Background: an optimization exercise with open tools, aiming at small area, a short achievable clock period and few clock cycles per item. Do not read the settings as production practice. Where RTL was checked, it was by simulation tests only, not by an equivalence proof against the original.

==> module aes_sbox_ed, before the edit <==
module aes_sbox_ed (input wire [7:0] af, input wire [7:0] ai, input wire inv, output wire [7:0] y);
    wire [7:0] t, o; wire [3:0] d, di;
    aes_sb_in  u_in (.af(af), .ai(ai), .inv(inv), .t(t));
    aes_gf_delta u_d (.h(t[7:4]), .l(t[3:0]), .d(d));
    aes_gf_inv u_inv (.p(d), .y(di));
    aes_gf_mul u_mh (.p(t[7:4]), .q(di), .y(o[7:4]));
    aes_gf_mul u_ml (.p(t[7:4] ^ t[3:0]), .q(di), .y(o[3:0]));
    aes_sb_out u_out (.o(o), .inv(inv), .y(y));
endmodule
==> module aes_sb_out, before the edit <==
module aes_sb_out (input wire [7:0] o, input wire inv, output wire [7:0] y);
    assign y[0] = inv ? (o[0] ^ o[1] ^ o[5] ^ o[7]) : (~(o[0] ^ o[4] ^ o[5] ^ o[7]));
    assign y[1] = inv ? (o[4] ^ o[5] ^ o[6]) : (~(o[0] ^ o[2]));
    assign y[2] = inv ? (o[2] ^ o[3] ^ o[5] ^ o[7]) : (o[0] ^ o[1] ^ o[3]);
    assign y[3] = inv ? (o[2] ^ o[3]) : (o[0] ^ o[4] ^ o[6]);
    assign y[4] = inv ? (o[2] ^ o[6] ^ o[7]) : (o[0] ^ o[1] ^ o[2] ^ o[4] ^ o[5] ^ o[7]);
    assign y[5] = inv ? (o[1] ^ o[5] ^ o[7]) : (~(o[1] ^ o[2] ^ o[4] ^ o[5] ^ o[7]));
    assign y[6] = inv ? (o[1] ^ o[2] ^ o[4] ^ o[6]) : (~(o[4] ^ o[7]));
    assign y[7] = inv ? (o[1] ^ o[5]) : (o[1] ^ o[2] ^ o[3] ^ o[4]);
endmodule
==> module cfc_cipher, before the edit <==
module cfc_cipher (
    input  wire         clk,
    input  wire         rst,       
    input  wire         start,
    input  wire         first,
    input  wire         dec,
    input  wire [127:0] key,
    input  wire [127:0] din,
    output wire         ready,
    output wire         done,
    output wire [127:0] dout
);
    localparam [127:0] DEFAULT_IV = 128'h562e17996d093d28ddb3ba695a2e6f58;
    reg         busy;       
    reg         kexp;       
    reg         fin;        
    reg [3:0]   rnd;        
    reg         done_r;
    reg         mode_dec;   
    reg [127:0] state;      
    reg [127:0] rk;         
    reg [127:0] skey;       
    reg [127:0] blk;        
    reg [127:0] chain;      
    wire accept = ~busy & start;
    assign ready = ~busy;
    assign done  = done_r;
    assign dout  = state;
    reg [7:0] rcon;
    always @(*) begin
        case (rnd)
            4'd1:    rcon = 8'h01;
            4'd2:    rcon = 8'h02;
            4'd3:    rcon = 8'h04;
            4'd4:    rcon = 8'h08;
            4'd5:    rcon = 8'h10;
            4'd6:    rcon = 8'h20;
            4'd7:    rcon = 8'h40;
            4'd8:    rcon = 8'h80;
            4'd9:    rcon = 8'h1b;
            4'd10:   rcon = 8'h36;
            default: rcon = 8'h00;
        endcase
    end
    wire         kback = mode_dec & ~kexp;
    wire [127:0] ks    = busy ? rk : skey;
    wire [31:0]  w0 = ks[127:96];
    wire [31:0]  w1 = ks[95:64];
    wire [31:0]  w2 = ks[63:32];
    wire [31:0]  w3 = ks[31:0];
    wire [31:0]  ksb_in = !busy ? (skey[31:0] ^ skey[63:32]) :
                          kback ? (rk[31:0] ^ rk[63:32]) : rk[31:0];
    wire [31:0]  ksb_out;
    genvar i;
    generate
        for (i = 0; i < 4; i = i + 1) begin : g_ksbox
            aes_sbox u_ks (.a(ksb_in[31-8*i -: 8]), .y(ksb_out[31-8*i -: 8]));
        end
    endgenerate
    wire [31:0]  kt = {ksb_out[23:0], ksb_out[31:24]} ^ {rcon, 24'h0};
    wire [31:0]  f0 = w0 ^ kt;
    wire [31:0]  f1 = w1 ^ f0;
    wire [31:0]  f2 = w2 ^ f1;
    wire [31:0]  f3 = w3 ^ f2;
    wire [127:0] rk_fwd = {f0, f1, f2, f3};
    wire [127:0] rk_bwd = {f0, w1 ^ w0, w2 ^ w1, w3 ^ w2};
    wire         rdec = mode_dec;
    wire [127:0] t;
    wire [127:0] xs_rnd;
    genvar c, r;
    generate
        for (c = 0; c < 4; c = c + 1) begin : g_col
            for (r = 0; r < 4; r = r + 1) begin : g_row
                localparam integer CE = (c + r) % 4;
                localparam integer CD = (c + 4 - r) % 4;
                aes_sbox_ed u_sb (.af(state[127-8*(4*CE+r) -: 8]),
                                  .ai(state[127-8*(4*CD+r) -: 8]),
                                  .inv(rdec),
                                  .y(t[127-8*(4*c+r) -: 8]));
            end
            wire [31:0] tc = t[127-32*c -: 32];
            wire [31:0] pc;
            aes_inv_pre u_pre (.col(tc ^ rk[127-32*c -: 32]), .y(pc));
            wire [31:0] mc;
            aes_mixcol u_mc (.col(rdec ? pc : tc), .y(mc));
            assign xs_rnd[127-32*c -: 32] = fin ? tc : mc;
        end
    endgenerate
    wire [127:0] ys_rnd = rdec ? (fin ? (rk ^ chain) : 128'h0) : rk_fwd;
    wire [127:0] acc_k  = first ? (DEFAULT_IV ^ key) : (skey ^ (mode_dec ? 128'h0 : state));
    wire [127:0] xs = !busy ? din   : kexp ? blk    : xs_rnd;
    wire [127:0] ys = !busy ? acc_k : kexp ? rk_fwd : ys_rnd;
    wire [127:0] start_key = first ? key : skey;
    wire         start_dec = first ? dec : mode_dec;
    always @(posedge clk) begin
        if (busy | start)
            state <= xs ^ ys;
    end
    always @(posedge clk) begin
        if (rst) begin
            busy   <= 1'b0;
            kexp   <= 1'b0;
            fin    <= 1'b0;
            done_r <= 1'b0;
            rnd    <= 4'd10;
        end else begin
            done_r <= 1'b0;
            if (!busy) begin
                rk <= rk_bwd;      
                if (start) begin
                    busy <= 1'b1;
                    fin  <= 1'b0;
                    if (start_dec) begin
                        if (first) begin
                            rk   <= key;
                            rnd  <= 4'd1;
                            kexp <= 1'b1;
                        end else begin
                            rnd  <= 4'd9;
                        end
                    end else begin
                        if (first) skey <= key;
                        rk    <= start_key;
                        rnd   <= 4'd1;
                    end
                end
            end else if (kexp) begin
                rnd <= rnd + 4'd1;
                if (rnd == 4'd10) begin
                    skey  <= rk_fwd;
                    rnd   <= 4'd9;
                    kexp  <= 1'b0;
                end else begin
                    rk <= rk_fwd;
                end
            end else begin
                if (mode_dec) begin
                    rk  <= rk_bwd;
                    rnd <= rnd - 4'd1;
                    fin <= (rnd == 4'd1);
                end else begin
                    rk  <= rk_fwd;
                    rnd <= rnd + 4'd1;
                    fin <= (rnd == 4'd9);
                end
                if (fin) begin
                    busy   <= 1'b0;
                    done_r <= 1'b1;
                    rnd    <= 4'd10;
                end
            end
        end
    end
    always @(posedge clk) begin
        if (accept & ~rst) begin
            blk <= din;
            if (first) begin
                mode_dec <= dec;
                chain    <= DEFAULT_IV;
            end else begin
                chain    <= blk;
            end
        end
    end
endmodule
Settings: LEC_CHECK=0, CAP_MARGIN=20, CORE_MARGIN=2, CORE_UTILIZATION=65, PLACE_DENSITY=0.75, SETUP_SLACK_MARGIN=1.5, SLEW_MARGIN=20, SYNTH_HIERARCHICAL=1, TNS_END_PERCENT=0; clock period 10.0 ns.
run.sh (not shown) runs the stock make flow with config.mk's settings and CLKGATE_MAP_FILE= SYNTH_SCRIPT=/design/flow/synth_recipe.tcl, a recipe that flattens the netlist after the stock synthesis.
Testbench counts at the start, summed over its fixed seeds: cycles 26,330, blocks 2,182.
Then changed:
--- a/flow/design.v
+++ b/flow/design.v
@@ -1,11 +1,11 @@
-module aes_sbox_ed (input wire [7:0] af, input wire [7:0] ai, input wire inv, output wire [7:0] y);
+module aes_sbox_ed (input wire [7:0] af, input wire [7:0] ai, input wire [7:0] k, input wire inv, output wire [7:0] y);
     wire [7:0] t, o; wire [3:0] d, di;
     aes_sb_in  u_in (.af(af), .ai(ai), .inv(inv), .t(t));
     aes_gf_delta u_d (.h(t[7:4]), .l(t[3:0]), .d(d));
     aes_gf_inv u_inv (.p(d), .y(di));
     aes_gf_mul u_mh (.p(t[7:4]), .q(di), .y(o[7:4]));
     aes_gf_mul u_ml (.p(t[7:4] ^ t[3:0]), .q(di), .y(o[3:0]));
-    aes_sb_out u_out (.o(o), .inv(inv), .y(y));
+    aes_sb_out u_out (.o(o), .k(k), .inv(inv), .y(y));
 endmodule
 module aes_sb_in (input wire [7:0] af, input wire [7:0] ai, input wire inv, output wire [7:0] t);
     assign t[0] = inv ? (~(ai[4] ^ ai[5])) : (af[0] ^ af[5]);
@@ -17,15 +17,15 @@
     assign t[6] = inv ? (ai[1] ^ ai[2] ^ ai[3] ^ ai[4] ^ ai[5] ^ ai[7]) : (af[1] ^ af[4] ^ af[5] ^ af[6]);
     assign t[7] = inv ? (ai[1] ^ ai[2] ^ ai[6] ^ ai[7]) : (af[5] ^ af[7]);
 endmodule
-module aes_sb_out (input wire [7:0] o, input wire inv, output wire [7:0] y);
-    assign y[0] = inv ? (o[0] ^ o[1] ^ o[5] ^ o[7]) : (~(o[0] ^ o[4] ^ o[5] ^ o[7]));
-    assign y[1] = inv ? (o[4] ^ o[5] ^ o[6]) : (~(o[0] ^ o[2]));
-    assign y[2] = inv ? (o[2] ^ o[3] ^ o[5] ^ o[7]) : (o[0] ^ o[1] ^ o[3]);
-    assign y[3] = inv ? (o[2] ^ o[3]) : (o[0] ^ o[4] ^ o[6]);
-    assign y[4] = inv ? (o[2] ^ o[6] ^ o[7]) : (o[0] ^ o[1] ^ o[2] ^ o[4] ^ o[5] ^ o[7]);
-    assign y[5] = inv ? (o[1] ^ o[5] ^ o[7]) : (~(o[1] ^ o[2] ^ o[4] ^ o[5] ^ o[7]));
-    assign y[6] = inv ? (o[1] ^ o[2] ^ o[4] ^ o[6]) : (~(o[4] ^ o[7]));
-    assign y[7] = inv ? (o[1] ^ o[5]) : (o[1] ^ o[2] ^ o[3] ^ o[4]);
+module aes_sb_out (input wire [7:0] o, input wire [7:0] k, input wire inv, output wire [7:0] y);
+    assign y[0] = inv ? (o[0] ^ o[1] ^ o[5] ^ o[7] ^ k[0]) : (~(o[0] ^ o[4] ^ o[5] ^ o[7]));
+    assign y[1] = inv ? (o[4] ^ o[5] ^ o[6] ^ k[1]) : (~(o[0] ^ o[2]));
+    assign y[2] = inv ? (o[2] ^ o[3] ^ o[5] ^ o[7] ^ k[2]) : (o[0] ^ o[1] ^ o[3]);
+    assign y[3] = inv ? (o[2] ^ o[3] ^ k[3]) : (o[0] ^ o[4] ^ o[6]);
+    assign y[4] = inv ? (o[2] ^ o[6] ^ o[7] ^ k[4]) : (o[0] ^ o[1] ^ o[2] ^ o[4] ^ o[5] ^ o[7]);
+    assign y[5] = inv ? (o[1] ^ o[5] ^ o[7] ^ k[5]) : (~(o[1] ^ o[2] ^ o[4] ^ o[5] ^ o[7]));
+    assign y[6] = inv ? (o[1] ^ o[2] ^ o[4] ^ o[6] ^ k[6]) : (~(o[4] ^ o[7]));
+    assign y[7] = inv ? (o[1] ^ o[5] ^ k[7]) : (o[1] ^ o[2] ^ o[3] ^ o[4]);
 endmodule
 module aes_gf_mul (input wire [3:0] p, input wire [3:0] q, output wire [3:0] y);
     wire [6:0] r = ({7{q[0]}} & {3'b0,p}) ^ ({7{q[1]}} & {2'b0,p,1'b0}) ^ ({7{q[2]}} & {1'b0,p,2'b0}) ^ ({7{q[3]}} & {p,3'b0});
@@ -200,18 +200,19 @@
                 localparam integer CD = (c + 4 - r) % 4;
                 aes_sbox_ed u_sb (.af(state[127-8*(4*CE+r) -: 8]),
                                   .ai(state[127-8*(4*CD+r) -: 8]),
+                                  .k(rk[127-8*(4*c+r) -: 8]),
                                   .inv(rdec),
                                   .y(t[127-8*(4*c+r) -: 8]));
             end
             wire [31:0] tc = t[127-32*c -: 32];
             wire [31:0] pc;
-            aes_inv_pre u_pre (.col(tc ^ rk[127-32*c -: 32]), .y(pc));
+            aes_inv_pre u_pre (.col(tc), .y(pc));
             wire [31:0] mc;
             aes_mixcol u_mc (.col(rdec ? pc : tc), .y(mc));
             assign xs_rnd[127-32*c -: 32] = fin ? tc : mc;
         end
     endgenerate
-    wire [127:0] ys_rnd = rdec ? (fin ? (rk ^ chain) : 128'h0) : rk_fwd;
+    wire [127:0] ys_rnd = rdec ? (fin ? chain : 128'h0) : rk_fwd;
     wire [127:0] acc_k  = first ? (DEFAULT_IV ^ key) : (skey ^ (mode_dec ? 128'h0 : state));
     wire [127:0] xs = !busy ? din   : kexp ? blk    : xs_rnd;
     wire [127:0] ys = !busy ? acc_k : kexp ? rk_fwd : ys_rnd;
The changed run produced a clean layout; clock skew increases by 0.0098 ns; sequential share of layout area increases by 0.57 points; non-clock buffer count decreases by 187; first-iteration DRC count decreases by 3.3%; worst setup slack loses 0.0087 ns; final area decreases by 2.9%; die area decreases by 1.6%; count of clock-buffer cells in the layout increases by 3; utilization decreases by 1.1 points.
Function not checked in the second run of this note: the RTL went through the layout flow alone.

## what the ideal ports hide
The flow's constraints put no driver on any port. The routed layouts listed below were extracted and timed again, unchanged, in two steps. Step 1 assumes that a clkbuf_16 drives the clock port and a buf_2 every other input. Step 2 also shifts input and output timing later by t, the mid clock arrival at the registers, as if the neighbouring blocks saw the same clock. Slacks: ideal ports / drivers / drivers and shift; pairs: ideal ports / drivers.
run | shift t [ns] | slack for setup (ns) | hold WS [ns] | worst setup path at the end | worst register clock-pin slew, ns
the first run | 0.762 | 1.426 / 1.426 / 1.426 | 0.534 / 0.534 / 0.534 | register to register | 0.07 / 0.07
the second run | 0.778 | 1.418 / 1.418 / 1.418 | 0.520 / 0.520 / 0.520 | register to register | 0.07 / 0.07
After both steps setup and hold are still met in every run listed.
